Background: an optimization exercise with open tools, aiming at small area. Do not read the settings as production practice.
Only the layout flow was run in this run; the RTL was not checked for function there.
Power figures rest on the tool's default switching activity, not on a simulated workload.

File: design/flow/config.mk
export PLATFORM = sky130hd
export DESIGN_NAME = ecm_fce
export DESIGN_NICKNAME = ecm_fce
export VERILOG_FILES = /design/flow/design.v
export SDC_FILE = /design/flow/constraint.sdc
export NUM_CORES = 4
export LEC_CHECK = 0
export CAP_MARGIN = 30
export CORE_MARGIN = 2
export CORE_UTILIZATION = 35
export SLEW_MARGIN = 40
File: design/flow/constraint.sdc
create_clock -name core_clock -period 8.0 [get_ports {clk}]
set_input_delay 1.6000 -clock core_clock [delete_from_list [all_inputs] [get_ports {clk}]]
set_output_delay 1.6000 -clock core_clock [all_outputs]
set_load 0.01 [all_outputs]
File: design/flow/design.v
module ecm_fce (
    input  logic        clk,
    input  logic        rst,       
    input  logic        req,
    input  logic        we,
    input  logic [7:0]  addr,
    input  logic [31:0] wdata,
    output logic        ack,
    output logic        err,
    output logic [31:0] rdata
);
    localparam int NM = 25;          
    localparam int NSCAN = 5;        
    localparam logic [4:0] S_CAN   = 5'd0;
    localparam logic [4:0] S_DG0   = 5'd1;
    localparam logic [4:0] S_BUS   = 5'd2;
    localparam logic [4:0] S_LEN   = 5'd3;
    localparam logic [4:0] S_DG1   = 5'd4;
    localparam logic [4:0] S_DG2   = 5'd9;
    localparam logic [4:0] S_DG3   = 5'd14;
    localparam logic [4:0] S_DGLEN = 5'd23;
    localparam logic [4:0] S_LL    = 5'd24;
    function automatic logic [4:0] dslot(input logic [3:0] i);
        dslot = 5'd5 + {1'b0, i} + {4'd0, i >= 4'd4} + {4'd0, i >= 4'd8};
    endfunction
    logic [NM-1:0][31:0] m;
    logic [63:0][7:0]    lr;
    logic [4:0]  pos;      
    logic [5:0]  lpos;     
    wire  [31:0] H  = m[NM-1];
    wire  [7:0]  LB = lr[63];
    logic [2:0]  st_err;
    logic [2:0]  st_cause;
    logic [4:0]  st_index;
    logic [17:0] wide;
    typedef enum logic [3:0] {
        T_CLR, T_IDLE, T_DONE,
        T_EWAIT, T_ECHK, T_EWR,
        T_DWAIT, T_DEC,
        T_PLL, T_PWAIT, T_PVAL, T_PCAP, T_PGAP, T_PFIN, T_SWAIT
    } state_t;
    state_t state;
    logic        clr_cmd;      
    logic        cmd_v;        
    logic        cmd_pe;       
    logic        lw_go;        
    logic [6:0]  ll;           
    logic [3:0]  lenlo;        
    logic        lenbig;       
    logic [5:0]  ntok;         
    logic [5:0]  tcnt;         
    logic [2:0]  scan;         
    logic        intok;
    logic        capturing;    
    logic        pending;      
    logic [31:0] acc;
    logic        accw;
    logic [4:0]  tslot;        
    logic [4:0]  tbit;         
    wire addr_bad = (addr[1:0] != 2'b00) || (addr >= 8'hC0);
    wire is_line  = addr[7];
    logic       is_main;
    logic [4:0] aslot;
    always_comb begin
        is_main = 1'b1;
        aslot   = 5'd0;
        if (addr[6:5] == 2'b11) begin                  
            is_main = !addr[4];
            case (addr[3:2])
                2'd0: aslot = S_DG0;
                2'd1: aslot = S_DG1;
                2'd2: aslot = S_DG2;
                default: aslot = S_DG3;
            endcase
        end else if (addr[6:5] != 2'b00) begin         
            aslot = dslot({addr[6], addr[4:2]});
        end else begin
            case (addr[4:2])
                3'd2: aslot = S_CAN;
                3'd3: aslot = S_BUS;
                3'd4: aslot = S_LEN;
                3'd6: aslot = S_DGLEN;
                3'd7: aslot = S_LL;
                default: is_main = 1'b0;
            endcase
        end
    end
    wire idle      = (state == T_IDLE);
    wire acc_ok    = req && idle && !addr_bad;
    wire main_hit  = acc_ok && !is_line && is_main && (pos == aslot);
    wire main_wr   = main_hit && we;
    wire line_rhit = acc_ok && is_line && !we && (lpos == {addr[5:2], 2'b00});
    wire line_wsel = acc_ok && is_line && we && (lpos[5:2] == addr[5:2]);
    wire line_wr   = line_wsel && (lpos[1:0] == 2'd0 || lw_go);
    wire line_wack = line_wr && (lpos[1:0] == 2'd3);
    wire is_cmd    = !is_line && (addr[6:2] == 5'd0);
    wire imm       = !is_line && !is_main && !(we && is_cmd);
    wire cmd_wr    = acc_ok && we && is_cmd;
    wire cmd_legal = (wdata == 32'h11) || (wdata == 32'h01) || (wdata == 32'h02) ||
                     (wdata == 32'h03) || (wdata == 32'h14) || (wdata == 32'h04) ||
                     (wdata == 32'h0F);
    assign err = req && addr_bad;
    assign ack = req && ((idle && (addr_bad || imm || main_hit || line_rhit || line_wack ||
                                   (cmd_wr && !cmd_legal)))
                         || state == T_DONE);
    always_comb begin
        if (is_line)
            rdata = {lr[60], lr[61], lr[62], lr[63]};
        else if (is_main)
            rdata = H;
        else begin
            case (addr[6:2])
                5'h01:   rdata = {11'd0, st_index, 8'h00, 1'b0, st_cause, 1'b0, st_err};
                5'h05:   rdata = {14'd0, wide};
                5'h1C:   rdata = 32'd64;
                default: rdata = 32'd0;
            endcase
        end
    end
    logic       h_data;      
    logic [3:0] h_di;
    always_comb begin
        h_data = 1'b1;
        h_di   = 4'd0;
        if (pos >= 5'd5 && pos <= 5'd8)        h_di = 4'(pos - 5'd5);
        else if (pos >= 5'd10 && pos <= 5'd13) h_di = 4'(pos - 5'd6);
        else if (pos >= 5'd15 && pos <= 5'd22) h_di = 4'(pos - 5'd7);
        else h_data = 1'b0;
    end
    wire       b_in  = ({1'b0, lpos} < ll);
    wire       b_ws  = !b_in || (LB == 8'h20) || (LB >= 8'h09 && LB <= 8'h0D);
    wire [7:0] LBl   = LB | 8'h20;
    wire       b_hex = (LB >= 8'h30 && LB <= 8'h39) || (LBl >= 8'h61 && LBl <= 8'h66);
    wire [3:0] b_hv  = LB[6] ? (LB[3:0] + 4'd9) : LB[3:0];
    wire       last  = (lpos == 6'd63);
    wire scanning  = (state == T_PCAP);
    wire cap_start = scanning && !b_ws && !intok && (tcnt <= 6'd16) &&
                     (3'(tcnt % NSCAN) == scan);
    wire ready     = pending || (capturing && b_ws);
    wire [4:0] ts8  = (tslot >= 5'd17) ? tslot - 5'd17 : tslot + 5'd8;
    wire [4:0] ts16 = (tslot >= 5'd9)  ? tslot - 5'd9  : tslot + 5'd16;
    wire wr_p0  = ready && (pos == tslot);
    wire wr_p8  = ready && !wr_p0 && (pos == ts8);
    wire wr_p16 = ready && !wr_p0 && !wr_p8 && (pos == ts16);
    wire tok_wr = wr_p0 || wr_p8 || wr_p16;
    wire capph  = (state == T_PCAP) || (state == T_PGAP) || (state == T_PFIN);
    wire pend_n = (pending && !tok_wr) || (capturing && (b_ws ? !tok_wr : last)) ||
                  (cap_start && last);
    logic [31:0] m0_d;
    wire        e_hi = (pos == S_DG3);
    logic [3:0] e_keep;
    always_comb
        for (int k = 0; k < 4; k++)
            e_keep[k] = lenbig || ({1'b0, e_hi, 2'(k)} < lenlo);
    wire [31:0] e_word = {m[0][7:0] & {8{e_keep[3]}}, m[1][7:0] & {8{e_keep[2]}},
                          m[2][7:0] & {8{e_keep[1]}}, m[3][7:0] & {8{e_keep[0]}}};
    logic [7:0] d_byte;
    always_comb
        case (h_di[1:0])
            2'd0: d_byte = m[NM-5][7:0];
            2'd1: d_byte = m[NM-4][15:8];
            2'd2: d_byte = m[NM-3][23:16];
            default: d_byte = m[NM-2][31:24];
        endcase
    wire [3:0] dec_L    = m[NM-5][3:0];             
    wire       dec_f1   = (m[1] != 32'd16);         
    wire       dec_f2   = (dec_L > 4'd8);
    wire       dec_chk  = (state == T_DEC) && (pos == S_CAN);
    wire       dec_fail = dec_chk && (dec_f1 || dec_f2);
    always_comb begin
        m0_d = H;
        if (state == T_CLR)
            m0_d = 32'd0;
        else if (main_wr)
            m0_d = wdata;
        else if (state == T_EWR) begin
            case (pos)
                S_DG0:         m0_d = {m[0][10:0], 21'd0};
                S_DG1:         m0_d = {m[1][27:0], m[0][3:0]};
                S_DG2, S_DG3:  m0_d = e_word;
                S_DGLEN:       m0_d = 32'd16;
                default: ;
            endcase
        end else if (state == T_DEC && !dec_fail) begin
            if (pos == S_CAN)      m0_d = {21'd0, m[NM-2][31:21]};
            else if (pos == S_BUS) m0_d = {4'd0, m[NM-3][31:4]};
            else if (pos == S_LEN) m0_d = {28'd0, lenlo};
            else if (h_data) begin
                m0_d = 32'd0;
                if (!h_di[3] && {1'b0, h_di[2:0]} < lenlo)
                    m0_d[7:0] = d_byte;
            end
        end else if (capph) begin
            if (wr_p0)
                m0_d = acc;
            else if (pos == S_LEN)
                m0_d = {26'd0, ntok - 6'd1};
            else if (h_data && ({2'd0, h_di} >= ntok - 6'd1))
                m0_d = 32'd0;
        end
    end
    always_ff @(posedge clk) begin
        for (int i = 1; i < NM; i++)
            m[i] <= m[i-1];
        m[0] <= m0_d;
        if (wr_p8)  m[8]  <= acc;
        if (wr_p16) m[16] <= acc;
        for (int i = 1; i < 64; i++)
            lr[i] <= lr[i-1];
        if (state == T_CLR)
            lr[0] <= 8'h00;
        else if (line_wr)
            lr[0] <= wdata[8*lpos[1:0] +: 8];
        else
            lr[0] <= LB;
    end
    logic       e_fail;
    logic [2:0] e_cause;
    always_comb begin
        e_fail  = 1'b0;
        e_cause = 3'd4;
        if (pos == S_CAN) begin
            e_fail  = wide[0] || (H[31:11] != 0);
            e_cause = 3'd1;
        end else if (pos == S_BUS) begin
            e_fail  = wide[1] || (H[31:28] != 0);
            e_cause = 3'd2;
        end else if (pos == S_LEN) begin
            e_fail  = (H[31:4] != 0);
            e_cause = 3'd3;
        end else if (h_data) begin
            e_fail  = !lenbig && (h_di < lenlo) && (wide[2 + h_di] || (H[31:8] != 0));
        end
    end
    always_ff @(posedge clk) begin
        pos  <= (pos == 5'(NM-1)) ? 5'd0 : pos + 5'd1;
        lpos <= lpos + 6'd1;
        if (line_wr)
            lw_go <= !line_wack;
        if ((state == T_ECHK || state == T_EWR) && pos == S_LEN) begin
            lenlo  <= H[3:0];
            lenbig <= (H[31:4] != 0);
        end
        if (acc_ok && we && !is_line && addr[6:2] == 5'h05)
            wide <= wdata[17:0];
        case (state)
            T_CLR: begin
                if (last) begin
                    if (clr_cmd) state <= T_DONE;
                    else         state <= T_IDLE;
                end
            end
            T_IDLE: begin
                if (cmd_wr) begin
                    cmd_v   <= wdata[4];
                    cmd_pe  <= (wdata[3:0] == 4'h4);
                    clr_cmd <= 1'b1;
                    st_err   <= 3'd0;
                    st_cause <= 3'd0;
                    st_index <= 5'd0;
                    case (wdata)
                        32'h11, 32'h01: state <= T_EWAIT;
                        32'h02:         state <= T_DWAIT;
                        32'h03, 32'h14, 32'h04: state <= T_PLL;
                        32'h0F: begin
                            state <= T_SWAIT;
                            wide  <= 18'd0;
                        end
                        default: st_err <= 3'd4;
                    endcase
                end
            end
            T_DONE:
                state <= T_IDLE;
            T_SWAIT:
                if (last) state <= T_CLR;
            T_EWAIT:
                if (pos == 5'(NM-1))
                    state <= cmd_v ? T_ECHK : T_EWR;
            T_ECHK: begin
                if (e_fail && st_err == 3'd0) begin
                    st_err   <= 3'd1;
                    st_cause <= e_cause;
                    st_index <= (e_cause == 3'd4) ? {1'b0, h_di} : 5'd0;
                end
                if (pos == 5'(NM-1))
                    state <= (st_err != 3'd0) ? T_DONE : T_EWR;
            end
            T_EWR:
                if (pos == 5'(NM-1))
                    state <= T_DONE;
            T_DWAIT:
                if (pos == 5'(NM-1))
                    state <= T_DEC;
            T_DEC: begin
                if (dec_chk) begin
                    lenlo <= dec_L;
                    if (dec_f1) begin
                        st_err <= 3'd3; st_cause <= 3'd1;
                        state  <= T_DONE;
                    end else if (dec_f2) begin
                        st_err <= 3'd3; st_cause <= 3'd2; st_index <= {1'b0, dec_L};
                        state  <= T_DONE;
                    end else
                        wide <= 18'd0;
                end
                if (pos == 5'(NM-1))
                    state <= T_DONE;
            end
            T_PLL:
                if (pos == S_LL) begin
                    ll <= H[6:0];
                    if (H > 32'd64) begin
                        st_err <= 3'd2; st_cause <= 3'd3;
                        state  <= T_DONE;
                    end else
                        state <= T_PWAIT;
                end
            T_PWAIT:
                if (last) begin
                    state <= T_PVAL;
                    intok <= 1'b0;
                    tcnt  <= 6'd0;
                end
            T_PVAL: begin
                intok <= !b_ws && !last;
                if (b_ws && intok)
                    tcnt <= tcnt + 6'd1;
                if (!b_ws && !b_hex && st_err == 3'd0) begin
                    st_err <= 3'd2; st_cause <= 3'd2; st_index <= tcnt[4:0];
                end
                if (last) begin
                    ntok  <= tcnt + {5'd0, (b_ws && intok) || !b_ws};
                    tcnt  <= 6'd0;
                    scan  <= 3'd0;
                    if (tcnt == 6'd0 && b_ws && !intok) begin
                        st_err <= 3'd2; st_cause <= 3'd1; st_index <= 5'd0;
                        state  <= T_DONE;
                    end else if (st_err != 3'd0 || !b_hex && !b_ws)
                        state <= T_DONE;
                    else begin
                        state   <= T_PCAP;
                        wide[0] <= 1'b0;
                        wide[17:2] <= 16'd0;
                    end
                end
            end
            T_PCAP: begin
                intok <= !b_ws && !last;
                if (b_ws && intok)
                    tcnt <= tcnt + 6'd1;
                if (last) begin
                    tcnt <= 6'd0;
                    scan <= scan + 3'd1;
                    if (scan == 3'(NSCAN-1)) state <= T_PFIN;
                    else if (pend_n)         state <= T_PGAP;
                end
            end
            T_PGAP:
                if (last) state <= T_PCAP;
            T_PFIN:
                if (!pend_n)
                    state <= cmd_pe ? T_EWAIT : T_DONE;
            default:
                state <= T_IDLE;
        endcase
        if (cap_start) begin
            acc       <= {28'd0, b_hv};
            accw      <= 1'b0;
            capturing <= !last;
            tslot     <= (tcnt == 6'd0) ? S_CAN : dslot(4'(tcnt - 6'd1));
            tbit      <= (tcnt == 6'd0) ? 5'd0 : 5'(tcnt + 6'd1);
        end else if (capturing) begin
            if (!b_ws) begin
                acc  <= {acc[27:0], b_hv};
                accw <= accw || (acc[31:28] != 4'd0);
            end
            if (b_ws || last)
                capturing <= 1'b0;
        end
        pending <= capph && pend_n;
        if (tok_wr)
            wide[tbit] <= accw;
        if (rst) begin
            state    <= T_CLR;
            clr_cmd  <= 1'b0;
            pos      <= 5'd0;
            lpos     <= 6'd0;
            lw_go    <= 1'b0;
            capturing <= 1'b0;
            pending  <= 1'b0;
            st_err   <= 3'd0;
            st_cause <= 3'd0;
            st_index <= 5'd0;
            wide     <= 18'd0;
        end
    end
endmodule
File: design/flow/run.sh
#!/bin/bash
# synth_recipe.tcl (not shown) runs the flow's synth.tcl, then flattens the netlist and writes it again
# the make line also repeats each setting of config.mk as NAME=value (left out here)
make -C /OpenROAD-flow-scripts/flow DESIGN_CONFIG=/design/flow/config.mk WORK_HOME=/design/flow/orfs CLKGATE_MAP_FILE= SYNTH_SCRIPT=/design/flow/synth_recipe.tcl finish
==> notes.md <==
## final timing paths
| kind | start | end | slack [ns] | cells past startpoint |
|---|---|---|---|---|
| setup / recovery | addr[6] | ack | 1.16 | 17 |
| hold / removal | m[25] | m[57] | 0.30 | 0 |
| setup reg to reg | pos[2] | m[30] | 2.22 | 17 |
| hold reg to reg | m[25] | m[57] | 0.30 | 0 |
## per-stage QoR
stage / util / instance area, um2 / cells
floorplan: - / 39990 / 3096
global placement: 0.3722 / 42390 / 4585
detailed placement: 0.3727 / 42440 / 4586
CTS: 0.4113 / 46840 / 4820
global route: 0.4116 / 46870 / 4821
finish: 0.4116 / 46870 / 4822
## per-layer routing
layer / vias up / wire length, um
li1: 11070 / -
met2: 982 / 42520
met4: 0 / 3356
met3: 185 / 8441
met5: - / 0
met1: 11690 / 45360
## cell type report
class / instances / area [um2] / area share
diodes: 1 / 2.502 / 0.00005339
clock buffers: 188 / 3797 / 0.08102
clock inverters: 46 / 605.6 / 0.01292
inverters: 68 / 255.2 / 0.005446
multi-input cells: 1455 / 10120 / 0.2160
flip-flops and latches: 1433 / 29090 / 0.6206
well taps: 1512 / 1892 / 0.04036
repair buffers: 119 / 1105 / 0.02357
## kinds of logic after synthesis
| group | count (synthesis) | synth area share |
|---|---|---|
| adder cells (fa/ha/maj) | 65 | 0.02071 |
| AO/OA/AOI/OAI | 552 | 0.09880 |
| XOR/XNOR | 54 | 0.01201 |
| AND/OR/NAND/NOR | 656 | 0.07969 |
| buffers and inverters | 208 | 0.02165 |
| flip-flops | 1433 | 0.7274 |
| multiplexers | 128 | 0.03977 |
## synth_stat cells (all sizes together) (36+ instances only)
master  count
nor2      132
clkbuf     95
dfxtp    1393
mux2i      43
a22oi      64
nor3       49
buf        45
inv        68
mux2       67
edfxtp     40
o21ai      85
a21oi     128
nand2     229
xnor2      36
ha         63
nand3      72
## power groups by stage
stage                     registers, uW  clock network, uW  logic [uW]
after global placement             7550                  0         688
after detailed placement           7550                  0         685
final                              7400               6240         708
after global routing               7400               6700         750
after floorplan                    7480                  0         484
after CTS                          7390               6410         689
## worst max-delay path, cell delays in order
cell and delay (ns):
clkdlybuf4s50_1 0.49, inv_1 0.11, ha_1 0.28, inv_1 0.07
ha_1 0.16, inv_1 0.05, fa_1 0.39, nor2b_1 0.12
o21ai_0 0.08, o21ai_0 0.13, xnor2_1 0.15, nand4b_1 0.11
nor4_1 0.40, buf_4 0.20, o21ai_0 0.08, a21oi_1 0.21
clkdlybuf4s50_1 0.59
## registers in the layout (all words and copies together), names as in the netlist, 6 cells and up
name,cells
lr,512
lpos,6
tcnt,6
wide,18
acc,32
ntok,6
m,800
ll,7
==> impl_metrics.ini <==
[outcome]
status = no timing/DRC/antenna violations

[route]
vias = 23920
drt_iter0_drc = 2387
drcViolationCount = 0
viasPerCell = 4.961
drt-total-wl_um = 99680
wl_per_cell_um = 20.67
ant_nets = 0
dr.pass1.iters = 6

[clock_network]
cts_sinks = 1433
clk_latency_ns = 0.73
clockRootBuffer = clkbuf_16
cts_hold_buf = 0
cts_setup_buffers = 0
cts_buffers = 132
cts_resized = 0
clk_path_buf_depth = 3
cts_tree = done
clkTransAtPathRegs_ns = 0.07
htreeDepth = 4

[floorplan]
ios = 78
die_w_um = 342.0
die_y_um = 342.0
fp-row-count = 124
start_util = 0.3512
core_um2 = 113900
dieArea_um2 = 117000

[synthesis]
ys_async_sr_fraction = 0
netlist_area_um2 = 39990
yosysTopAreaCell = dfxtp_1
synth_edf_count = 40
synth_seq_cells = 1433
postSynthCellCount = 3096
syn_nets = 3205
ys_top_cells_by_area = dfxtp_1 70%, edfxtp_1 3.0%, nand2_1 2.1%
seq_area_frac_synth = 0.7274
synth_cell_types = 100
synth_ff_type = dfxtp_1
yosys_warnings = 1
avgSynthCellArea_um2 = 12.92
synth_top_area_share = 0.6973

[global_route]
grt_usage = 0.1677
use_met2 = 0.2484
grt_overflow_total = 0
busiest_layer = met2
use_met3 = 0.03906
antenna_found_initial = 8
grt_pass1_vias = 22480
grt_first_pass_wirelength_um = 145500
gr-usage-met1 = 0.2353
grt_max_degree = 68

[job]
cap_violations = 0

[sta]
rsz0062_at_grt = no
slew_violations = 0
fin_crit_ns = 6.843
final_hold_viol_count = 0
fin_ws_ns = 1.157
max_slew_margin = 0.4173
setup_tns_ns = 0
max_freq_mhz = 146.1
holdWs_ns = 0.3050
setup-violations-final = 0
tightest_slew_ns = 0.8710
fin_skew_ns = 0.03711
fin_crit_sh = 0.8554

[pwr]
p_sw_uw = 3154
pwr-share-comb = 0.049
netSwitchingFraction = 0.2197
vdd_drop_max_v = 0.0002093
clockPowerShare = 0.435
p_int_uw = 11200
total_power_uw = 14350
power_density_nw_per_um2 = 306.2
leakage_uw = 0.01771
seqPwrFrac = 0.516

[setup_path]
cp.required_ns = 6.40
path_max_fanout = 4
critPathArrivalTime_ns = 5.24
cp-end-kind = output port
path_class = in -> out
start_kind = primary input

[place]
hpwl_um = 69580
io_buffer_count = 77
place_ws_ns = 1.106
globalplace.congestion = 0.9746

[layout]
n_fill_cell = 10620
final_nets = 3318
layout_common_cells = 1391 x dfxtp_1, 228 x nand2_1, 135 x clkbuf_16
mostFrequentLayoutCell = dfxtp_1
drive_gt1_frac = 0.1170
syn_to_final_growth_pct = 17.20

[worst_hold_path]
min_path_type = reg -> reg

[re-timing with driven ports]
Ports are ideal in the flow. The routed layout listed here was re-timed in OpenROAD. Step 1 (the two cells are an assumption about what drives the block):
set clk [get_ports {clk}]
set_driving_cell -lib_cell sky130_fd_sc_hd__clkbuf_16 $clk
set_driving_cell -lib_cell sky130_fd_sc_hd__buf_2 [delete_from_list [all_inputs] $clk]
Step 2 also shifts input and output timing later by t, the mid clock arrival at the registers, as if the neighbouring blocks saw the same clock. Slacks: ideal / step 1 / step 2; pairs: ideal / step 1.
shift t [ns]: 0.784
slack for setup (ns): 1.157 / 1.132 / 1.132
worst setup path at the end: input to output
clock arrival spread, ns: 0.040 / 0.040
worst data-port slew with drivers (ns): 0.05
After both steps this run still meets setup and hold. The setup slack of this run moves by -0.025 ns with the drivers and by -0.025 ns with both steps.
